This is an optimization exercise on Yosys and OpenROAD, whose aim is small area, a short achievable clock period and few clock cycles per item, not a production implementation. The RTL was checked by simulation tests, not by an equivalence proof against the original design.

==> constraint.sdc <==
create_clock -name core_clock -period 12.0 [get_ports {clk}]
set_input_delay 2.4000 -clock core_clock [delete_from_list [all_inputs] [get_ports {clk}]]
set_output_delay 2.4000 -clock core_clock [all_outputs]
set_load 0.01 [all_outputs]
==> design.v <==
module bcc_block (
  input  wire         clk,
  input  wire         rst,
  input  wire         in_valid,
  output wire         in_ready,
  input  wire         in_decrypt,
  input  wire [4:0]   in_keylen,
  input  wire [127:0] in_key,
  input  wire [63:0]  in_block,
  output wire         out_valid,
  input  wire         out_ready,
  output wire [63:0]  out_block
);
  reg        v0;
  reg        d0;
  reg [63:0] x0;
  reg [63:0] b0;
  reg        v1;
  reg        d1;
  reg [63:0] x1;
  reg [63:0] b1;
  reg        v2;
  reg        d2;
  reg [63:0] x2;
  reg [63:0] b2;
  wire stall = v2 & ~out_ready;
  assign in_ready  = ~stall;
  assign out_valid = v2;
  reg [63:0] kk;
  wire [63:0] kb;
  always @* begin
    kk[7:0] = in_key[7:0];
    case (in_keylen)
      5'd1: kk[15:8] = in_key[7:0];
      default: kk[15:8] = in_key[15:8];
    endcase
    case (in_keylen)
      5'd1, 5'd2: kk[23:16] = in_key[7:0];
      default: kk[23:16] = in_key[23:16];
    endcase
    case (in_keylen)
      5'd1, 5'd3: kk[31:24] = in_key[7:0];
      5'd2: kk[31:24] = in_key[15:8];
      default: kk[31:24] = in_key[31:24];
    endcase
    case (in_keylen)
      5'd1, 5'd2, 5'd4: kk[39:32] = in_key[7:0];
      5'd3: kk[39:32] = in_key[15:8];
      default: kk[39:32] = in_key[39:32];
    endcase
    case (in_keylen)
      5'd1, 5'd5: kk[47:40] = in_key[7:0];
      5'd2, 5'd4: kk[47:40] = in_key[15:8];
      5'd3: kk[47:40] = in_key[23:16];
      default: kk[47:40] = in_key[47:40];
    endcase
    case (in_keylen)
      5'd1, 5'd2, 5'd3, 5'd6: kk[55:48] = in_key[7:0];
      5'd5: kk[55:48] = in_key[15:8];
      5'd4: kk[55:48] = in_key[23:16];
      default: kk[55:48] = in_key[55:48];
    endcase
    case (in_keylen)
      5'd1, 5'd7: kk[63:56] = in_key[7:0];
      5'd2, 5'd3, 5'd6: kk[63:56] = in_key[15:8];
      5'd5: kk[63:56] = in_key[23:16];
      5'd4: kk[63:56] = in_key[31:24];
      default: kk[63:56] = in_key[63:56];
    endcase
  end
  assign kb[7:0] = kk[7:0] + 8'd0;
  assign kb[15:8] = kk[15:8] + 8'd1;
  assign kb[23:16] = kk[23:16] + 8'd4;
  assign kb[31:24] = kk[31:24] + 8'd9;
  assign kb[39:32] = kk[39:32] + 8'd16;
  assign kb[47:40] = kk[47:40] + 8'd25;
  assign kb[55:48] = kk[55:48] + 8'd36;
  assign kb[63:56] = kk[63:56] + 8'd49;
  always @(posedge clk) begin
    if (rst) v0 <= 1'b0;
    else if (~stall) v0 <= in_valid;
    if (~stall) begin
      d0 <= in_decrypt;
      x0 <= in_block;
      b0 <= kb;
    end
  end
  wire [63:0] e1, q2;
  assign e1[7:0] = (x0[7:0] ^ b0[7:0]) + 8'd0;
  assign e1[15:8] = (x0[15:8] ^ b0[15:8]) + 8'd1;
  assign e1[23:16] = (x0[23:16] ^ b0[23:16]) + 8'd4;
  assign e1[31:24] = (x0[31:24] ^ b0[31:24]) + 8'd9;
  assign e1[39:32] = (x0[39:32] ^ b0[39:32]) + 8'd16;
  assign e1[47:40] = (x0[47:40] ^ b0[47:40]) + 8'd25;
  assign e1[55:48] = (x0[55:48] ^ b0[55:48]) + 8'd36;
  assign e1[63:56] = (x0[63:56] ^ b0[63:56]) + 8'd49;
  wire [7:0] u3 = x0[63:56];
  assign q2[7:0] = {u3[0:0], u3[7:1]};
  wire [7:0] u4 = (x0[7:0] ^ x0[63:56]);
  assign q2[15:8] = {u4[1:0], u4[7:2]};
  wire [7:0] u5 = (x0[55:48] ^ x0[7:0]);
  assign q2[23:16] = {u5[2:0], u5[7:3]};
  wire [7:0] u6 = (x0[15:8] ^ x0[55:48]);
  assign q2[31:24] = {u6[3:0], u6[7:4]};
  wire [7:0] u7 = (x0[47:40] ^ x0[15:8]);
  assign q2[39:32] = {u7[4:0], u7[7:5]};
  wire [7:0] u8 = (x0[23:16] ^ x0[47:40]);
  assign q2[47:40] = {u8[5:0], u8[7:6]};
  wire [7:0] u9 = (x0[39:32] ^ x0[23:16]);
  assign q2[55:48] = {u9[6:0], u9[7:7]};
  wire [7:0] u10 = (x0[31:24] ^ x0[39:32]);
  assign q2[63:56] = u10;
  wire [63:0] e11, q12;
  wire [7:0] y14 = e1[7:0];
  wire [7:0] r13 = {y14[6:0], y14[7:7]};
  wire [7:0] y16 = e1[15:8];
  wire [7:0] r15 = {y16[5:0], y16[7:6]};
  wire [7:0] y18 = e1[23:16];
  wire [7:0] r17 = {y18[4:0], y18[7:5]};
  wire [7:0] y20 = e1[31:24];
  wire [7:0] r19 = {y20[3:0], y20[7:4]};
  wire [7:0] y22 = e1[39:32];
  wire [7:0] r21 = {y22[2:0], y22[7:3]};
  wire [7:0] y24 = e1[47:40];
  wire [7:0] r23 = {y24[1:0], y24[7:2]};
  wire [7:0] y26 = e1[55:48];
  wire [7:0] r25 = {y26[0:0], y26[7:1]};
  wire [7:0] y28 = e1[63:56];
  wire [7:0] r27 = y28;
  wire [7:0] c29 = r13;
  wire [7:0] c30 = r13 ^ r15;
  wire [7:0] c31 = r13 ^ r15 ^ r17;
  wire [7:0] c32 = r13 ^ r15 ^ r17 ^ r19;
  wire [7:0] c33 = r13 ^ r15 ^ r17 ^ r19 ^ r21;
  wire [7:0] c34 = r13 ^ r15 ^ r17 ^ r19 ^ r21 ^ r23;
  wire [7:0] c35 = r13 ^ r15 ^ r17 ^ r19 ^ r21 ^ r23 ^ r25;
  wire [7:0] c36 = r13 ^ r15 ^ r17 ^ r19 ^ r21 ^ r23 ^ r25 ^ r27;
  assign e11 = {c29, c31, c33, c35, c36, c34, c32, c30};
  assign q12[7:0] = (q2[7:0] - 8'd28) ^ (b0[7:0] + 8'd4);
  assign q12[15:8] = (q2[15:8] - 8'd29) ^ (b0[15:8] + 8'd4);
  assign q12[23:16] = (q2[23:16] - 8'd32) ^ (b0[23:16] + 8'd4);
  assign q12[31:24] = (q2[31:24] - 8'd37) ^ (b0[31:24] + 8'd4);
  assign q12[39:32] = (q2[39:32] - 8'd44) ^ (b0[39:32] + 8'd4);
  assign q12[47:40] = (q2[47:40] - 8'd53) ^ (b0[47:40] + 8'd4);
  assign q12[55:48] = (q2[55:48] - 8'd64) ^ (b0[55:48] + 8'd4);
  assign q12[63:56] = (q2[63:56] - 8'd77) ^ (b0[63:56] + 8'd4);
  wire [63:0] e37, q38;
  assign e37[7:0] = (e11[7:0] ^ (b0[7:0] + 8'd1)) + 8'd7;
  assign e37[15:8] = (e11[15:8] ^ (b0[15:8] + 8'd1)) + 8'd8;
  assign e37[23:16] = (e11[23:16] ^ (b0[23:16] + 8'd1)) + 8'd11;
  assign e37[31:24] = (e11[31:24] ^ (b0[31:24] + 8'd1)) + 8'd16;
  assign e37[39:32] = (e11[39:32] ^ (b0[39:32] + 8'd1)) + 8'd23;
  assign e37[47:40] = (e11[47:40] ^ (b0[47:40] + 8'd1)) + 8'd32;
  assign e37[55:48] = (e11[55:48] ^ (b0[55:48] + 8'd1)) + 8'd43;
  assign e37[63:56] = (e11[63:56] ^ (b0[63:56] + 8'd1)) + 8'd56;
  wire [7:0] u39 = q12[63:56];
  assign q38[7:0] = {u39[0:0], u39[7:1]};
  wire [7:0] u40 = (q12[7:0] ^ q12[63:56]);
  assign q38[15:8] = {u40[1:0], u40[7:2]};
  wire [7:0] u41 = (q12[55:48] ^ q12[7:0]);
  assign q38[23:16] = {u41[2:0], u41[7:3]};
  wire [7:0] u42 = (q12[15:8] ^ q12[55:48]);
  assign q38[31:24] = {u42[3:0], u42[7:4]};
  wire [7:0] u43 = (q12[47:40] ^ q12[15:8]);
  assign q38[39:32] = {u43[4:0], u43[7:5]};
  wire [7:0] u44 = (q12[23:16] ^ q12[47:40]);
  assign q38[47:40] = {u44[5:0], u44[7:6]};
  wire [7:0] u45 = (q12[39:32] ^ q12[23:16]);
  assign q38[55:48] = {u45[6:0], u45[7:7]};
  wire [7:0] u46 = (q12[31:24] ^ q12[39:32]);
  assign q38[63:56] = u46;
  wire [63:0] e47, q48;
  wire [7:0] y50 = e37[7:0];
  wire [7:0] r49 = {y50[6:0], y50[7:7]};
  wire [7:0] y52 = e37[15:8];
  wire [7:0] r51 = {y52[5:0], y52[7:6]};
  wire [7:0] y54 = e37[23:16];
  wire [7:0] r53 = {y54[4:0], y54[7:5]};
  wire [7:0] y56 = e37[31:24];
  wire [7:0] r55 = {y56[3:0], y56[7:4]};
  wire [7:0] y58 = e37[39:32];
  wire [7:0] r57 = {y58[2:0], y58[7:3]};
  wire [7:0] y60 = e37[47:40];
  wire [7:0] r59 = {y60[1:0], y60[7:2]};
  wire [7:0] y62 = e37[55:48];
  wire [7:0] r61 = {y62[0:0], y62[7:1]};
  wire [7:0] y64 = e37[63:56];
  wire [7:0] r63 = y64;
  wire [7:0] c65 = r49;
  wire [7:0] c66 = r49 ^ r51;
  wire [7:0] c67 = r49 ^ r51 ^ r53;
  wire [7:0] c68 = r49 ^ r51 ^ r53 ^ r55;
  wire [7:0] c69 = r49 ^ r51 ^ r53 ^ r55 ^ r57;
  wire [7:0] c70 = r49 ^ r51 ^ r53 ^ r55 ^ r57 ^ r59;
  wire [7:0] c71 = r49 ^ r51 ^ r53 ^ r55 ^ r57 ^ r59 ^ r61;
  wire [7:0] c72 = r49 ^ r51 ^ r53 ^ r55 ^ r57 ^ r59 ^ r61 ^ r63;
  assign e47 = {c65, c67, c69, c71, c72, c70, c68, c66};
  assign q48[7:0] = (q38[7:0] - 8'd21) ^ (b0[7:0] + 8'd3);
  assign q48[15:8] = (q38[15:8] - 8'd22) ^ (b0[15:8] + 8'd3);
  assign q48[23:16] = (q38[23:16] - 8'd25) ^ (b0[23:16] + 8'd3);
  assign q48[31:24] = (q38[31:24] - 8'd30) ^ (b0[31:24] + 8'd3);
  assign q48[39:32] = (q38[39:32] - 8'd37) ^ (b0[39:32] + 8'd3);
  assign q48[47:40] = (q38[47:40] - 8'd46) ^ (b0[47:40] + 8'd3);
  assign q48[55:48] = (q38[55:48] - 8'd57) ^ (b0[55:48] + 8'd3);
  assign q48[63:56] = (q38[63:56] - 8'd70) ^ (b0[63:56] + 8'd3);
  always @(posedge clk) begin
    if (rst) v1 <= 1'b0;
    else if (~stall) v1 <= v0;
    if (~stall) begin
      d1 <= d0;
      x1 <= (d0 ? q48 : e47);
      b1 <= b0;
    end
  end
  wire [63:0] e73, q74;
  assign e73[7:0] = (x1[7:0] ^ (b1[7:0] + 8'd2)) + 8'd14;
  assign e73[15:8] = (x1[15:8] ^ (b1[15:8] + 8'd2)) + 8'd15;
  assign e73[23:16] = (x1[23:16] ^ (b1[23:16] + 8'd2)) + 8'd18;
  assign e73[31:24] = (x1[31:24] ^ (b1[31:24] + 8'd2)) + 8'd23;
  assign e73[39:32] = (x1[39:32] ^ (b1[39:32] + 8'd2)) + 8'd30;
  assign e73[47:40] = (x1[47:40] ^ (b1[47:40] + 8'd2)) + 8'd39;
  assign e73[55:48] = (x1[55:48] ^ (b1[55:48] + 8'd2)) + 8'd50;
  assign e73[63:56] = (x1[63:56] ^ (b1[63:56] + 8'd2)) + 8'd63;
  wire [7:0] u75 = x1[63:56];
  assign q74[7:0] = {u75[0:0], u75[7:1]};
  wire [7:0] u76 = (x1[7:0] ^ x1[63:56]);
  assign q74[15:8] = {u76[1:0], u76[7:2]};
  wire [7:0] u77 = (x1[55:48] ^ x1[7:0]);
  assign q74[23:16] = {u77[2:0], u77[7:3]};
  wire [7:0] u78 = (x1[15:8] ^ x1[55:48]);
  assign q74[31:24] = {u78[3:0], u78[7:4]};
  wire [7:0] u79 = (x1[47:40] ^ x1[15:8]);
  assign q74[39:32] = {u79[4:0], u79[7:5]};
  wire [7:0] u80 = (x1[23:16] ^ x1[47:40]);
  assign q74[47:40] = {u80[5:0], u80[7:6]};
  wire [7:0] u81 = (x1[39:32] ^ x1[23:16]);
  assign q74[55:48] = {u81[6:0], u81[7:7]};
  wire [7:0] u82 = (x1[31:24] ^ x1[39:32]);
  assign q74[63:56] = u82;
  wire [63:0] e83, q84;
  wire [7:0] y86 = e73[7:0];
  wire [7:0] r85 = {y86[6:0], y86[7:7]};
  wire [7:0] y88 = e73[15:8];
  wire [7:0] r87 = {y88[5:0], y88[7:6]};
  wire [7:0] y90 = e73[23:16];
  wire [7:0] r89 = {y90[4:0], y90[7:5]};
  wire [7:0] y92 = e73[31:24];
  wire [7:0] r91 = {y92[3:0], y92[7:4]};
  wire [7:0] y94 = e73[39:32];
  wire [7:0] r93 = {y94[2:0], y94[7:3]};
  wire [7:0] y96 = e73[47:40];
  wire [7:0] r95 = {y96[1:0], y96[7:2]};
  wire [7:0] y98 = e73[55:48];
  wire [7:0] r97 = {y98[0:0], y98[7:1]};
  wire [7:0] y100 = e73[63:56];
  wire [7:0] r99 = y100;
  wire [7:0] c101 = r85;
  wire [7:0] c102 = r85 ^ r87;
  wire [7:0] c103 = r85 ^ r87 ^ r89;
  wire [7:0] c104 = r85 ^ r87 ^ r89 ^ r91;
  wire [7:0] c105 = r85 ^ r87 ^ r89 ^ r91 ^ r93;
  wire [7:0] c106 = r85 ^ r87 ^ r89 ^ r91 ^ r93 ^ r95;
  wire [7:0] c107 = r85 ^ r87 ^ r89 ^ r91 ^ r93 ^ r95 ^ r97;
  wire [7:0] c108 = r85 ^ r87 ^ r89 ^ r91 ^ r93 ^ r95 ^ r97 ^ r99;
  assign e83 = {c101, c103, c105, c107, c108, c106, c104, c102};
  assign q84[7:0] = (q74[7:0] - 8'd14) ^ (b1[7:0] + 8'd2);
  assign q84[15:8] = (q74[15:8] - 8'd15) ^ (b1[15:8] + 8'd2);
  assign q84[23:16] = (q74[23:16] - 8'd18) ^ (b1[23:16] + 8'd2);
  assign q84[31:24] = (q74[31:24] - 8'd23) ^ (b1[31:24] + 8'd2);
  assign q84[39:32] = (q74[39:32] - 8'd30) ^ (b1[39:32] + 8'd2);
  assign q84[47:40] = (q74[47:40] - 8'd39) ^ (b1[47:40] + 8'd2);
  assign q84[55:48] = (q74[55:48] - 8'd50) ^ (b1[55:48] + 8'd2);
  assign q84[63:56] = (q74[63:56] - 8'd63) ^ (b1[63:56] + 8'd2);
  wire [63:0] e109, q110;
  assign e109[7:0] = (e83[7:0] ^ (b1[7:0] + 8'd3)) + 8'd21;
  assign e109[15:8] = (e83[15:8] ^ (b1[15:8] + 8'd3)) + 8'd22;
  assign e109[23:16] = (e83[23:16] ^ (b1[23:16] + 8'd3)) + 8'd25;
  assign e109[31:24] = (e83[31:24] ^ (b1[31:24] + 8'd3)) + 8'd30;
  assign e109[39:32] = (e83[39:32] ^ (b1[39:32] + 8'd3)) + 8'd37;
  assign e109[47:40] = (e83[47:40] ^ (b1[47:40] + 8'd3)) + 8'd46;
  assign e109[55:48] = (e83[55:48] ^ (b1[55:48] + 8'd3)) + 8'd57;
  assign e109[63:56] = (e83[63:56] ^ (b1[63:56] + 8'd3)) + 8'd70;
  wire [7:0] u111 = q84[63:56];
  assign q110[7:0] = {u111[0:0], u111[7:1]};
  wire [7:0] u112 = (q84[7:0] ^ q84[63:56]);
  assign q110[15:8] = {u112[1:0], u112[7:2]};
  wire [7:0] u113 = (q84[55:48] ^ q84[7:0]);
  assign q110[23:16] = {u113[2:0], u113[7:3]};
  wire [7:0] u114 = (q84[15:8] ^ q84[55:48]);
  assign q110[31:24] = {u114[3:0], u114[7:4]};
  wire [7:0] u115 = (q84[47:40] ^ q84[15:8]);
  assign q110[39:32] = {u115[4:0], u115[7:5]};
  wire [7:0] u116 = (q84[23:16] ^ q84[47:40]);
  assign q110[47:40] = {u116[5:0], u116[7:6]};
  wire [7:0] u117 = (q84[39:32] ^ q84[23:16]);
  assign q110[55:48] = {u117[6:0], u117[7:7]};
  wire [7:0] u118 = (q84[31:24] ^ q84[39:32]);
  assign q110[63:56] = u118;
  wire [63:0] e119, q120;
  wire [7:0] y122 = e109[7:0];
  wire [7:0] r121 = {y122[6:0], y122[7:7]};
  wire [7:0] y124 = e109[15:8];
  wire [7:0] r123 = {y124[5:0], y124[7:6]};
  wire [7:0] y126 = e109[23:16];
  wire [7:0] r125 = {y126[4:0], y126[7:5]};
  wire [7:0] y128 = e109[31:24];
  wire [7:0] r127 = {y128[3:0], y128[7:4]};
  wire [7:0] y130 = e109[39:32];
  wire [7:0] r129 = {y130[2:0], y130[7:3]};
  wire [7:0] y132 = e109[47:40];
  wire [7:0] r131 = {y132[1:0], y132[7:2]};
  wire [7:0] y134 = e109[55:48];
  wire [7:0] r133 = {y134[0:0], y134[7:1]};
  wire [7:0] y136 = e109[63:56];
  wire [7:0] r135 = y136;
  wire [7:0] c137 = r121;
  wire [7:0] c138 = r121 ^ r123;
  wire [7:0] c139 = r121 ^ r123 ^ r125;
  wire [7:0] c140 = r121 ^ r123 ^ r125 ^ r127;
  wire [7:0] c141 = r121 ^ r123 ^ r125 ^ r127 ^ r129;
  wire [7:0] c142 = r121 ^ r123 ^ r125 ^ r127 ^ r129 ^ r131;
  wire [7:0] c143 = r121 ^ r123 ^ r125 ^ r127 ^ r129 ^ r131 ^ r133;
  wire [7:0] c144 = r121 ^ r123 ^ r125 ^ r127 ^ r129 ^ r131 ^ r133 ^ r135;
  assign e119 = {c137, c139, c141, c143, c144, c142, c140, c138};
  assign q120[7:0] = (q110[7:0] - 8'd7) ^ (b1[7:0] + 8'd1);
  assign q120[15:8] = (q110[15:8] - 8'd8) ^ (b1[15:8] + 8'd1);
  assign q120[23:16] = (q110[23:16] - 8'd11) ^ (b1[23:16] + 8'd1);
  assign q120[31:24] = (q110[31:24] - 8'd16) ^ (b1[31:24] + 8'd1);
  assign q120[39:32] = (q110[39:32] - 8'd23) ^ (b1[39:32] + 8'd1);
  assign q120[47:40] = (q110[47:40] - 8'd32) ^ (b1[47:40] + 8'd1);
  assign q120[55:48] = (q110[55:48] - 8'd43) ^ (b1[55:48] + 8'd1);
  assign q120[63:56] = (q110[63:56] - 8'd56) ^ (b1[63:56] + 8'd1);
  always @(posedge clk) begin
    if (rst) v2 <= 1'b0;
    else if (~stall) v2 <= v1;
    if (~stall) begin
      d2 <= d1;
      x2 <= (d1 ? q120 : e119);
      b2 <= b1;
    end
  end
  wire [63:0] e145, q146;
  assign e145[7:0] = (x2[7:0] ^ (b2[7:0] + 8'd4)) + 8'd28;
  assign e145[15:8] = (x2[15:8] ^ (b2[15:8] + 8'd4)) + 8'd29;
  assign e145[23:16] = (x2[23:16] ^ (b2[23:16] + 8'd4)) + 8'd32;
  assign e145[31:24] = (x2[31:24] ^ (b2[31:24] + 8'd4)) + 8'd37;
  assign e145[39:32] = (x2[39:32] ^ (b2[39:32] + 8'd4)) + 8'd44;
  assign e145[47:40] = (x2[47:40] ^ (b2[47:40] + 8'd4)) + 8'd53;
  assign e145[55:48] = (x2[55:48] ^ (b2[55:48] + 8'd4)) + 8'd64;
  assign e145[63:56] = (x2[63:56] ^ (b2[63:56] + 8'd4)) + 8'd77;
  wire [7:0] u147 = x2[63:56];
  assign q146[7:0] = {u147[0:0], u147[7:1]};
  wire [7:0] u148 = (x2[7:0] ^ x2[63:56]);
  assign q146[15:8] = {u148[1:0], u148[7:2]};
  wire [7:0] u149 = (x2[55:48] ^ x2[7:0]);
  assign q146[23:16] = {u149[2:0], u149[7:3]};
  wire [7:0] u150 = (x2[15:8] ^ x2[55:48]);
  assign q146[31:24] = {u150[3:0], u150[7:4]};
  wire [7:0] u151 = (x2[47:40] ^ x2[15:8]);
  assign q146[39:32] = {u151[4:0], u151[7:5]};
  wire [7:0] u152 = (x2[23:16] ^ x2[47:40]);
  assign q146[47:40] = {u152[5:0], u152[7:6]};
  wire [7:0] u153 = (x2[39:32] ^ x2[23:16]);
  assign q146[55:48] = {u153[6:0], u153[7:7]};
  wire [7:0] u154 = (x2[31:24] ^ x2[39:32]);
  assign q146[63:56] = u154;
  wire [63:0] e155, q156;
  wire [7:0] y158 = e145[7:0];
  wire [7:0] r157 = {y158[6:0], y158[7:7]};
  wire [7:0] y160 = e145[15:8];
  wire [7:0] r159 = {y160[5:0], y160[7:6]};
  wire [7:0] y162 = e145[23:16];
  wire [7:0] r161 = {y162[4:0], y162[7:5]};
  wire [7:0] y164 = e145[31:24];
  wire [7:0] r163 = {y164[3:0], y164[7:4]};
  wire [7:0] y166 = e145[39:32];
  wire [7:0] r165 = {y166[2:0], y166[7:3]};
  wire [7:0] y168 = e145[47:40];
  wire [7:0] r167 = {y168[1:0], y168[7:2]};
  wire [7:0] y170 = e145[55:48];
  wire [7:0] r169 = {y170[0:0], y170[7:1]};
  wire [7:0] y172 = e145[63:56];
  wire [7:0] r171 = y172;
  wire [7:0] c173 = r157;
  wire [7:0] c174 = r157 ^ r159;
  wire [7:0] c175 = r157 ^ r159 ^ r161;
  wire [7:0] c176 = r157 ^ r159 ^ r161 ^ r163;
  wire [7:0] c177 = r157 ^ r159 ^ r161 ^ r163 ^ r165;
  wire [7:0] c178 = r157 ^ r159 ^ r161 ^ r163 ^ r165 ^ r167;
  wire [7:0] c179 = r157 ^ r159 ^ r161 ^ r163 ^ r165 ^ r167 ^ r169;
  wire [7:0] c180 = r157 ^ r159 ^ r161 ^ r163 ^ r165 ^ r167 ^ r169 ^ r171;
  assign e155 = {c173, c175, c177, c179, c180, c178, c176, c174};
  assign q156[7:0] = (q146[7:0] - 8'd0) ^ b2[7:0];
  assign q156[15:8] = (q146[15:8] - 8'd1) ^ b2[15:8];
  assign q156[23:16] = (q146[23:16] - 8'd4) ^ b2[23:16];
  assign q156[31:24] = (q146[31:24] - 8'd9) ^ b2[31:24];
  assign q156[39:32] = (q146[39:32] - 8'd16) ^ b2[39:32];
  assign q156[47:40] = (q146[47:40] - 8'd25) ^ b2[47:40];
  assign q156[55:48] = (q146[55:48] - 8'd36) ^ b2[55:48];
  assign q156[63:56] = (q146[63:56] - 8'd49) ^ b2[63:56];
  assign out_block = d2 ? q156 : e155;
endmodule
==> config.mk <==
export PLATFORM = sky130hd
export DESIGN_NAME = bcc_block
export DESIGN_NICKNAME = bcc_block
export VERILOG_FILES = /design/flow/design.v
export SDC_FILE = /design/flow/constraint.sdc
export NUM_CORES = 4
export LEC_CHECK = 0
export CAP_MARGIN = 20
export CORE_MARGIN = 2
export CORE_UTILIZATION = 40
export SLEW_MARGIN = 20
==> run.sh <==
#!/bin/bash
# synth_recipe.tcl (not shown) runs the flow's synth.tcl, then flattens the netlist and writes it again
# the make line also repeats each setting of config.mk as NAME=value (left out here)
make -C /OpenROAD-flow-scripts/flow DESIGN_CONFIG=/design/flow/config.mk WORK_HOME=/design/flow/orfs CLKGATE_MAP_FILE= SYNTH_SCRIPT=/design/flow/synth_recipe.tcl finish
==> reports/results.md <==
| Parameter | Value |
| --- | --- |
| Highest metal used | met4 |
| Antenna fix cells | 0 |
| Seq/Total Area, Yosys | 29.1% |
| Clock tree sinks | 390 |
| Final #Nets | 4496 |
| ANT nets after route | 0 |
| CP endpoint kind | output pin |
| WS Path Type | flip-flop to output pin |
| Share of the cycle needed by the critical path after routing | 62.2% |
| Clock tree from TritonCTS | yes |
| Post-route setup TNS | 0 ns |
| Total length of routed wires | 155 mm |
| Data arrival, critical path | 5.07 ns |
| Std-Cell Rows | 116 |
| Most used flip-flop cell after synthesis | edfxtp_1 |
| Number of distinct library cell variants in the gate-level netlist after synthesis | 76 |
| Max-cap check violation count | 0 |
| Most frequent cell on the critical path | xnor2_1 |
| Ratio of cells with drive above 1 in the final layout | 3.40% |
| Actual transition at the worst max-transition pin | 1.18 ns |
| Detailed Route Iter0 Violations | 2892 |
| Clock latency on the worst-skew pair | 0.61 ns |
| GR Overflow Total | 0 |
| Setup repair after global routing missed its margin | false |
| Number of enable-type register cells in the synthesized netlist | 387 |
| Class of the tightest hold or removal check | flip-flop to flip-flop |
| Average wire per standard cell | 28.4 um |
| Number of I/O pins | 268 |
| Post-CTS setup buffer count | 0 |
| Synth area leader | edfxtp_1 |
| Hold bufs inserted after CTS | 0 |
| Hold-critical path depth | 2 |
| R2R setup slack | 4.80 ns |
| Die width | 321 um |
| Initial antenna violation count | 1 |
| Clock root buffer | clkbuf_16 |
| Remaining design rule violation count | 0 |
| Largest net degree at the start of global routing | 159 |
| Cell breakdown of the critical path | xor2_1 > ha_1 > nor3_1 > a21oi_1 > xnor2_1 > xnor2_1 > xnor2_1 > xnor2_1 > xnor2_1 > xnor2_1 > xnor2_1 > nor2_1 > nand2_1 > o21ai_0 > clkdlybuf4s50_1 |
| Yosys warning total | 1 |
| Status | complete, no violations |
| Net Count, Synth | 4392 |
| Routed wl met2 | 72.8 mm |
| Area delta synth->final | 11.3% |
| Area contributors post-synth | edfxtp_1 (29%), xnor2_1 (29%), xor2_1 (11%) |
| Critical path launch point type | flip-flop |
| Routed via count | 29600 |
| Sequential Area | 11700 um^2 |
| Share of the core filled with cells in the final layout | 44.8% |
| Launching instance or port of the critical path | x2[9] |
| Vias per inst | 5.41 |
| Highest achievable clock rate | 134 MHz |
| Worst reg2reg endpoint | x2[31] |
| First-pass GRT wire length | 214 mm |
| Rel. slew slack | 20.5% |
| Met1 routed wirelength after detailed routing | 61.0 mm |
| Maximum level of the CTS H-tree | 2 |
| End point of the most critical hold path | v0 |
| Asr flop ratio synth | 0% |
| Hold_sp | v0 |
| Final hold violations | 0 |
| Number of CTS-inserted buffers | 43 |
| # resized after CTS | 0 |
| Initial core utilization | 40.2% |
| Maximum fanout along the worst path | 3 |
| Time the worst path needs with I/O delays and setup | 7.47 ns |
| Routability congestion estimate from global placement | 1.03 |
| Cells after synthesis | 4043 |
| Count of input and output buffers | 203 |
| Count of cells along the worst register-to-register path | 17 |
| Core region area | 99900 um^2 |
| Clock slew at the register clock pins of the worst setup and hold paths | 0.06 ns |
| Synth Cell Area | 40200 um^2 |
| Syn_area_per_cell | 9.93 um^2 |
| CTS max path bufs | 3 |
| Endpoint required time on the critical path | 9.60 ns |
| CP peak stage delay | 0.58 ns |
| Most used cells in the layout excluding fill and tap cells | xnor2_1 (1315), xor2_1 (491), edfxtp_1 (387), nand2_1 (237), nor2_1 (219) |
| Multi-input logic area | 27500 um^2 |
| Share of Yosys cell area claimed by the top area cell type | 28.9% |
| Via count of the first global-routing pass | 28800 |
| Length of routed met3 wiring | 8.48 mm |
| Die Y-Extent | 321 um |
| Number of pins exceeding their max-slew limit in the final report | 0 |
| Setup-violating endpoint count in the final report | 0 |
| Overall track demand over capacity in global routing | 29.6% |
| Slowest CP cell | edfxtp_1 |
| Number of filler cells placed in the layout | 9768 |
| Post-detail-place hpwl | 132 mm |
| Initial DRT Pass Iterations | 7 |
| Leading cell type in the layout, fill and taps excluded | xnor2_1 |
| Reg-to-reg startpoint | b1[1] |
| Post-Route Skew | 0.0287 ns |
| Area of the die | 103000 um^2 |
| FF+latch count, synth | 390 |
## cells by family after synthesis
group | share of synthesized area, %
xor+xnor | 46.5
simple gates | 9.51
compound gates | 6.61
flops | 29.1
buf+inv | 2.48
fa+ha+maj | 4.58
mux | 1.26
## stage by stage
step,cell area [um^2],cells,hold WS (ns),setup slack [ns]
final,44700,5476,0.454,4.53
after global routing,44700,5476,0.474,4.31
after CTS,44700,5476,0.455,4.54
after detailed placement,43300,5400,0.447,4.90
after global placement,43300,5400,0.445,5.02
after floorplan,40200,4043,0.421,2.57
## state kept, by name, summed over array words and instances, names as in the netlist
name  flops
d0        1
d1        1
x1       64
v0        1
v1        1
b0       64
x2       64
v2        1
b1       64
x0       64
b2       64
d2        1
## cell usage after synthesis, drive strengths merged (15+ instances only)
cell type and count:
xnor2 1326, nand3 160, inv 83, ha 147, xor2 493, xnor3 96, nand2 237, nor3b 17
buf 47, nand4 27, nor3 40, xor3 19, clkbuf 120, and3 37, nor2 220, a21oi 193
o21ai 145, mux2i 38, a21o 15, edfxtp 387
## final cells by class
type	instances	share of cell area [%]
Clock inverter	27	0.605
Clock buffer	49	2.46
Sequential cell	390	26.1
Multi-Input combinational cell	3402	61.5
Timing Repair Buffer	226	4.96
Inverter	84	0.714
Tap cell	1298	3.63
## worst max-delay path by stage
stage	endpoint	slack [ns]	depth (start not counted)
3_5_place_dp	x2[31]	4.90	17
4_1_cts	out_block[24]	4.54	15
6_report	out_block[24]	4.53	15
2_1_floorplan	in_ready	2.57	2
3_3_place_gp	x2[31]	5.02	17
5_1_grt	out_block[24]	4.31	15
## routing by layer
metal / GRT usage (%) / vias to the layer above
met5: 0 / -
met3: 2.78 / 394
met4: 21.2 / 0
met1: 35.9 / 14100
met2: 49.3 / 1318
li1: - / 13800
## worst max-delay path, delay by kind of cell (launching register included)
family | cells | cell delay [ns]
and+or+nand+nor | 3 | 0.72
DFF | 1 | 0.58
AOI/OAI and AO/OA | 2 | 0.23
xor gates and xnor gates | 8 | 2.14
adders and majority gates | 1 | 0.25
buffers and inverters | 1 | 0.56
Testbench counts, summed over its fixed seeds: cycles 1,624, items 1,600.

-- afterwards: timing with drivers on the ports --
The flow's constraints put no driver on any port. The routed layout listed below was extracted and timed again, unchanged, in two steps.
Step 1, drivers: a clkbuf_16 drives clk and a buf_2 each remaining input, both assumed.
Step 2 times the ports against the registers' clock, not the clock port: input delays grow and output delays shrink by t, the midpoint of the rising clock arrivals with the driver on.
a / b / c = no drivers / after step 1 / after step 2; a / b = the first two.
t (ns): 0.665
setup slack, ns: 4.530 / 4.464 / 4.797
worst register clock-pin slew, ns: 0.06 / 0.06
After both steps this run still meets setup and hold. The setup slack of this run moves by -0.066 ns with the drivers and by +0.267 ns with both steps.
